Context: an optimization exercise on an open-source flow, tuned for small area, a short achievable clock period and few clock cycles per item. The choices shown serve that exercise and are no tape-out recipe.
The RTL was checked by simulation tests, not by an equivalence proof against the original design.
Power figures rest on the tool's default switching activity, not on a simulated workload.

==> flow/design.v <==
module rbc #(
    parameter integer N_RX        = 32,
    parameter integer N_TX        = 32,
    parameter [7:0]   ESC_CHAR    = 8'h1B,
    parameter [7:0]   CANCEL_CHAR = 8'h18
) (
    input  wire        clk,
    input  wire        rst,
    input  wire        f_cmd_valid,
    input  wire [15:0] f_cmd,
    output reg         f_cmd_ready,
    output reg         f_rsp_valid,
    output wire [15:0] f_rsp,
    input  wire        a_enter,
    input  wire        a_leave,
    output reg         a_active,
    input  wire        a_cmd_valid,
    input  wire [15:0] a_cmd,
    output wire        a_cmd_ready,
    output reg         a_rsp_valid,
    output wire [15:0] a_rsp,
    input  wire        rx_valid,
    input  wire [7:0]  rx_byte,
    output reg         rx_ready,
    output reg         tx_valid,
    output reg  [7:0]  tx_byte,
    input  wire        tx_ready,
    output reg         cancel_pulse,
    output wire        cancel_pend
);
    localparam [7:0] CR = 8'h0D;
    localparam [7:0] LF = 8'h0A;
    localparam [3:0] OP_NOP = 4'h0, OP_RD = 4'h1, OP_WR = 4'h2, OP_RXPOP = 4'h3,
                     OP_TXPUSH = 4'h4, OP_RXEMPTY = 4'h5, OP_TXFULL = 4'h6,
                     OP_FSTEP = 4'h7, OP_CTLR = 4'h8, OP_CTLS = 4'h9, OP_CTLC = 4'hA,
                     OP_STAT = 4'hB, OP_CACK = 4'hC, OP_PTRR = 4'hD;
    wire [255:0] rx_flat, tx_flat;    
    reg [4:0] rx_head, rx_tail;
    reg [4:0] tx_head, tx_tail;
    reg       tx_ne;                  
    reg escf;
    reg cpend;
    reg rxie, txie, crlf, imask;
    reg [10:0] rsp;
    assign f_rsp = {5'b00000, rsp};
    assign a_rsp = {5'b00000, rsp};
    wire [7:0] ctrl = {4'b0000, imask, crlf, txie, rxie};
    wire rx_empty = (rx_head == rx_tail);
    wire rx_full  = (rx_head + 5'd1 == rx_tail);
    wire tx_full  = (tx_head + 5'd1 == tx_tail);
    wire tx_full2 = (tx_head + 5'd2 == tx_tail);    
    wire tx_last  = (tx_tail + 5'd1 == tx_head);    
    assign a_cmd_ready = a_active;
    wire   accept      = a_active ? a_cmd_valid : f_cmd_valid;
    wire [15:0] w      = a_active ? a_cmd : f_cmd;
    wire   a_open      = a_enter && !a_active && !imask && !f_cmd_valid;
    wire   a_close     = a_leave &&  a_active && !a_cmd_valid;
    wire   rxp_step    = rx_valid && rx_ready;
    wire   txc_step    = tx_valid && tx_ready;
    assign cancel_pend = cpend;
    wire [3:0] op = w[15:12];
    wire [7:0] d  = w[7:0];
    wire z_ok  = (w[11:8] == 4'h0);
    wire d_z   = (d == 8'h00);
    wire is_nop    = (op == OP_NOP);
    wire is_rd     = (op == OP_RD) || (op == OP_RXPOP);
    wire is_wr     = (op == OP_WR);
    wire is_txpush = (op == OP_TXPUSH);
    wire is_rxemp  = (op == OP_RXEMPTY);
    wire is_txful  = (op == OP_TXFULL);
    wire is_fstep  = (op == OP_FSTEP);
    wire is_ctlr   = (op == OP_CTLR);
    wire is_ctls   = (op == OP_CTLS);
    wire is_ctlc   = (op == OP_CTLC);
    wire is_stat   = (op == OP_STAT);
    wire is_cack   = (op == OP_CACK);
    wire is_ptrr   = (op == OP_PTRR);
    wire no_operand = is_nop || is_rd || is_rxemp || is_txful || is_ctlr || is_stat || is_cack;
    wire legal = z_ok && (op[3:1] != 3'b111) &&
                 !(no_operand && !d_z) && !(is_ptrr && (d[7:3] != 5'd0));
    wire go = accept && legal;
    wire acc_z     = accept && z_ok;
    wire go_wr     = acc_z && is_wr;
    wire go_txpush = acc_z && is_txpush;
    wire go_fstep  = acc_z && is_fstep;
    wire go_ctls   = acc_z && is_ctls;
    wire go_ctlc   = acc_z && is_ctlc;
    wire go_rd     = acc_z && is_rd && d_z;
    wire go_cack   = acc_z && is_cack && d_z;
    wire f_cancel = escf && (d == CANCEL_CHAR);
    wire f_none   = !escf && (d == ESC_CHAR);
    wire f_lit    = !f_cancel && !f_none;
    wire crlf_ins = crlf && (d == LF);
    wire push1 = !tx_full && ((go_wr && f_lit) || go_txpush);
    wire push2 = go_wr && crlf_ins && !tx_full && !tx_full2;
    wire [7:0] tx_d1 = (is_wr && crlf_ins) ? CR : d;
    reg       pw1, pw2, byp1, byp2;
    reg [4:0] pw_slot;
    reg [7:0] pw_data;
    always @(posedge clk) begin
        pw1     <= push1;
        pw2     <= push2;
        byp1    <= push1 && tx_last;
        byp2    <= push2 && !tx_ne;
        pw_slot <= tx_head;
        pw_data <= tx_d1;
    end
    wire [7:0] tx_d_even = pw_slot[0] ? LF : pw_data;
    wire [7:0] tx_d_odd  = pw_slot[0] ? pw_data : LF;
    wire [255:0] tx_rot = {tx_flat[7:0], tx_flat[255:8]};
    wire [7:0]   tx_m1  = tx_rot[{tx_tail, 3'b000} +: 8];
    wire [7:0]   tx_q1  = byp1 ? pw_data : byp2 ? LF : tx_m1;
    wire [7:0] rx_q = rx_flat[{rx_tail, 3'b000} +: 8];
    wire [7:0] ptr_sel = (d[1:0] == 2'd0) ? {3'b000, tx_head} :
                         (d[1:0] == 2'd1) ? {3'b000, tx_tail} :
                         (d[1:0] == 2'd2) ? {3'b000, rx_tail} :
                                            {3'b000, rx_head};
    wire [7:0] ptr_val = d[2] ? (ptr_sel ^ (ptr_sel >> 1)) : ptr_sel;
    wire [7:0] status = {4'b0000, cpend, escf, tx_full ? 1'b0 : 1'b1, !rx_empty};
    wire l_rd    = z_ok && is_rd && d_z;
    wire l_push  = z_ok && is_txpush;
    wire l_rxemp = z_ok && is_rxemp && d_z;
    wire l_txful = z_ok && is_txful && d_z;
    wire l_fstep = z_ok && is_fstep;
    wire l_ctl   = z_ok && ((is_ctlr && d_z) || is_ctls || is_ctlc);
    wire l_stat  = z_ok && is_stat && d_z;
    wire l_cack  = z_ok && is_cack && d_z;
    wire l_ptrr  = z_ok && is_ptrr && (d[7:3] == 5'd0);
    wire l_nop   = z_ok && is_nop && d_z;
    wire l_any   = l_nop || (z_ok && is_wr) || l_rd || l_push || l_rxemp || l_txful || l_fstep ||
                   l_ctl || l_stat || l_cack || l_ptrr;
    wire [10:0] rsp_next =
        {1'b0, !l_any, 9'h000} |
        ({11{l_rd && !rx_empty}}    & {3'b001, rx_q}) |
        ({11{l_push && !tx_full}}   & 11'h100) |
        ({11{l_rxemp && rx_empty}}  & 11'h100) |
        ({11{l_txful && tx_full}}   & 11'h100) |
        ({11{l_fstep && f_cancel}}  & 11'h400) |
        ({11{l_fstep && f_lit}}     & {3'b001, d}) |
        ({11{l_ctl}}                & {3'b001, ctrl}) |
        ({11{l_stat}}               & {3'b001, status}) |
        ({11{l_cack && cpend}}      & 11'h100) |
        ({11{l_ptrr}}               & {3'b001, ptr_val});
    genvar gi;
    generate
        for (gi = 0; gi < 32; gi = gi + 1) begin : g_slot
            wire tx_we1 = pw1 && (pw_slot == gi);
            wire tx_we2 = pw2 && (pw_slot == (gi + 31) % 32);    
            reg [7:0] tq, rq;
            always @(posedge clk) begin
                if (tx_we1 || tx_we2) tq <= (gi % 2 == 0) ? tx_d_even : tx_d_odd;
                if (rxp_step && !rx_full && (rx_head == gi)) rq <= rx_byte;
            end
            assign tx_flat[8*gi +: 8] = tq;
            assign rx_flat[8*gi +: 8] = rq;
        end
    endgenerate
    wire a_active_n = a_open ? 1'b1 : a_close ? 1'b0 : a_active;
    reg [3:0] ctrl_n;     
    always @(*) begin
        ctrl_n = {imask, crlf, txie | (go_wr && f_lit && !tx_full), rxie};
        if (go_ctls) ctrl_n = ctrl[3:0] | d[3:0];
        if (go_ctlc) ctrl_n = ctrl[3:0] & ~d[3:0];
    end
    wire tx_ne_n = push1 || (tx_ne && !(txc_step && tx_last));
    always @(posedge clk) begin
        if (rst) begin
            rx_head <= 5'd0; rx_tail <= 5'd0;
            tx_head <= 5'd0; tx_tail <= 5'd0;
            tx_ne <= 1'b0;
            escf <= 1'b0; cpend <= 1'b0;
            rxie <= 1'b0; txie <= 1'b0; crlf <= 1'b1; imask <= 1'b0;
            a_active <= 1'b0; f_cmd_ready <= 1'b1;
            rx_ready <= 1'b0; tx_valid <= 1'b0;
            f_rsp_valid <= 1'b0; a_rsp_valid <= 1'b0;
            cancel_pulse <= 1'b0;
        end else begin
            f_rsp_valid  <= accept && !a_active;
            a_rsp_valid  <= accept &&  a_active;
            cancel_pulse <= (go_wr || go_fstep) && f_cancel;
            a_active    <= a_active_n;
            f_cmd_ready <= !a_active_n;
            {imask, crlf, txie, rxie} <= ctrl_n;
            rx_ready <= !a_active_n && !ctrl_n[3] && ctrl_n[0];
            tx_valid <= !a_active_n && !ctrl_n[3] && ctrl_n[1] && tx_ne_n;
            tx_ne    <= tx_ne_n;
            if (rxp_step && !rx_full) rx_head <= rx_head + 5'd1;
            if (txc_step) tx_tail <= tx_tail + 5'd1;
            if (go_rd && !rx_empty) rx_tail <= rx_tail + 5'd1;
            if (push2) tx_head <= tx_head + 5'd2;
            else if (push1) tx_head <= tx_head + 5'd1;
            if (go_wr || go_fstep) begin
                escf <= f_none;
                if (f_cancel) cpend <= 1'b1;
            end
            if (go_cack) cpend <= 1'b0;
        end
    end
    always @(posedge clk) begin
        if (!tx_ne || (txc_step && tx_last)) tx_byte <= tx_d1;
        else if (txc_step) tx_byte <= tx_q1;
    end
    always @(posedge clk) rsp <= rsp_next;
endmodule
==> flow/config.mk <==
export PLATFORM = sky130hd
export DESIGN_NAME = rbc
export DESIGN_NICKNAME = rbc
export VERILOG_FILES = /design/flow/design.v
export SDC_FILE = /design/flow/constraint.sdc
export NUM_CORES = 4
export LEC_CHECK = 0
export CAP_MARGIN = 20
export CORE_MARGIN = 2
export CORE_UTILIZATION = 55
export CTS_CLUSTER_DIAMETER = 100
export CTS_CLUSTER_SIZE = 24
export PLACE_DENSITY = 0.75
export SETUP_SLACK_MARGIN = 5
export SLEW_MARGIN = 20
==> flow/constraint.sdc <==
create_clock -name core_clock -period 8.0 [get_ports {clk}]
set_input_delay 1.6000 -clock core_clock [delete_from_list [all_inputs] [get_ports {clk}]]
set_output_delay 1.6000 -clock core_clock [all_outputs]
set_load 0.01 [all_outputs]
standard.sh (not shown) runs the stock make flow with config.mk's settings and CLKGATE_MAP_FILE= SYNTH_SCRIPT=/design/flow/synth_recipe.tcl, a recipe that flattens the netlist after the stock synthesis.
==> flow/flow/run.sh <==
#!/bin/bash
set -euo pipefail
export BUFFER_PORTS_ARGS="-buffer_cell sky130_fd_sc_hd__buf_1"
bash standard.sh > standard_flow.log 2>&1
Testbench counts at the start, summed over its fixed seeds: cycles 77,611, commands 38,712.
==> next run, changes <==
--- a/flow/design.v
+++ b/flow/design.v
@@ -93,24 +93,24 @@
     wire crlf_ins = crlf && (d == LF);
     wire push1 = !tx_full && ((go_wr && f_lit) || go_txpush);
     wire push2 = go_wr && crlf_ins && !tx_full && !tx_full2;
     wire [7:0] tx_d1 = (is_wr && crlf_ins) ? CR : d;
-    reg       pw1, pw2, byp1, byp2;
+    reg       pw1, pw2;
     reg [4:0] pw_slot;
     reg [7:0] pw_data;
     always @(posedge clk) begin
         pw1     <= push1;
         pw2     <= push2;
-        byp1    <= push1 && tx_last;
-        byp2    <= push2 && !tx_ne;
         pw_slot <= tx_head;
         pw_data <= tx_d1;
     end
     wire [7:0] tx_d_even = pw_slot[0] ? LF : pw_data;
     wire [7:0] tx_d_odd  = pw_slot[0] ? pw_data : LF;
+    wire [4:0]   tx_tail1 = tx_tail + 5'd1;
     wire [255:0] tx_rot = {tx_flat[7:0], tx_flat[255:8]};
     wire [7:0]   tx_m1  = tx_rot[{tx_tail, 3'b000} +: 8];
-    wire [7:0]   tx_q1  = byp1 ? pw_data : byp2 ? LF : tx_m1;
+    wire [7:0]   tx_q1  = (pw1 && pw_slot  == tx_tail1) ? pw_data :
+                          (pw2 && pw_slot  == tx_tail)  ? LF : tx_m1;
     wire [7:0] rx_q = rx_flat[{rx_tail, 3'b000} +: 8];
     wire [7:0] ptr_sel = (d[1:0] == 2'd0) ? {3'b000, tx_head} :
                          (d[1:0] == 2'd1) ? {3'b000, tx_tail} :
                          (d[1:0] == 2'd2) ? {3'b000, rx_tail} :
@@ -125,13 +125,10 @@
     wire l_ctl   = z_ok && ((is_ctlr && d_z) || is_ctls || is_ctlc);
     wire l_stat  = z_ok && is_stat && d_z;
     wire l_cack  = z_ok && is_cack && d_z;
     wire l_ptrr  = z_ok && is_ptrr && (d[7:3] == 5'd0);
-    wire l_nop   = z_ok && is_nop && d_z;
-    wire l_any   = l_nop || (z_ok && is_wr) || l_rd || l_push || l_rxemp || l_txful || l_fstep ||
-                   l_ctl || l_stat || l_cack || l_ptrr;
     wire [10:0] rsp_next =
-        {1'b0, !l_any, 9'h000} |
+        {1'b0, !legal, 9'h000} |
         ({11{l_rd && !rx_empty}}    & {3'b001, rx_q}) |
         ({11{l_push && !tx_full}}   & 11'h100) |
         ({11{l_rxemp && rx_empty}}  & 11'h100) |
         ({11{l_txful && tx_full}}   & 11'h100) |
What happened:
- power fell by 0.51%
- global-route usage grows by 0.91 points
- routed wire length went up by 6.0%
- worst setup slack is better by 0.24 ns
- core utilization goes down by 1.6 points
- via count rose by 8.3%
- non-clock buffer count drops by 19
- die area rises by 2.2%
Testbench counts after the change, summed over its fixed seeds: cycles 77,611, commands 38,712.

## port drivers added, routing unchanged
No port has a modelled driver above. Below, the same layouts with a new extraction and two added sets of constraints.
Step 1: set_driving_cell puts a clkbuf_16 on clk and a buf_2 on each other input, an assumption about the parent block.
Step 2 also shifts input and output timing later by t, the mid clock arrival at the registers, as if the neighbouring blocks saw the same clock.
a / b / c = no drivers / after step 1 / after step 2; a / b = the first two.
| run | t, ns | setup WS [ns] | hold slack, ns | latest minus earliest clock arrival (ns) | cell pins on the clock port's net |
|---|---|---|---|---|---|
| the first run | 0.641 | 4.801 / 4.829 / 4.187 | 0.448 / 0.448 / 0.448 | 0.021 / 0.021 | 1 |
| the second run | 0.645 | 5.036 / 5.074 / 4.429 | 0.488 / 0.488 / 0.488 | 0.032 / 0.032 | 1 |
After both steps every run listed still meets setup and hold. For the first run, which loses most, drivers alone change the setup slack by +0.028 ns; drivers and shift together by -0.614 ns.
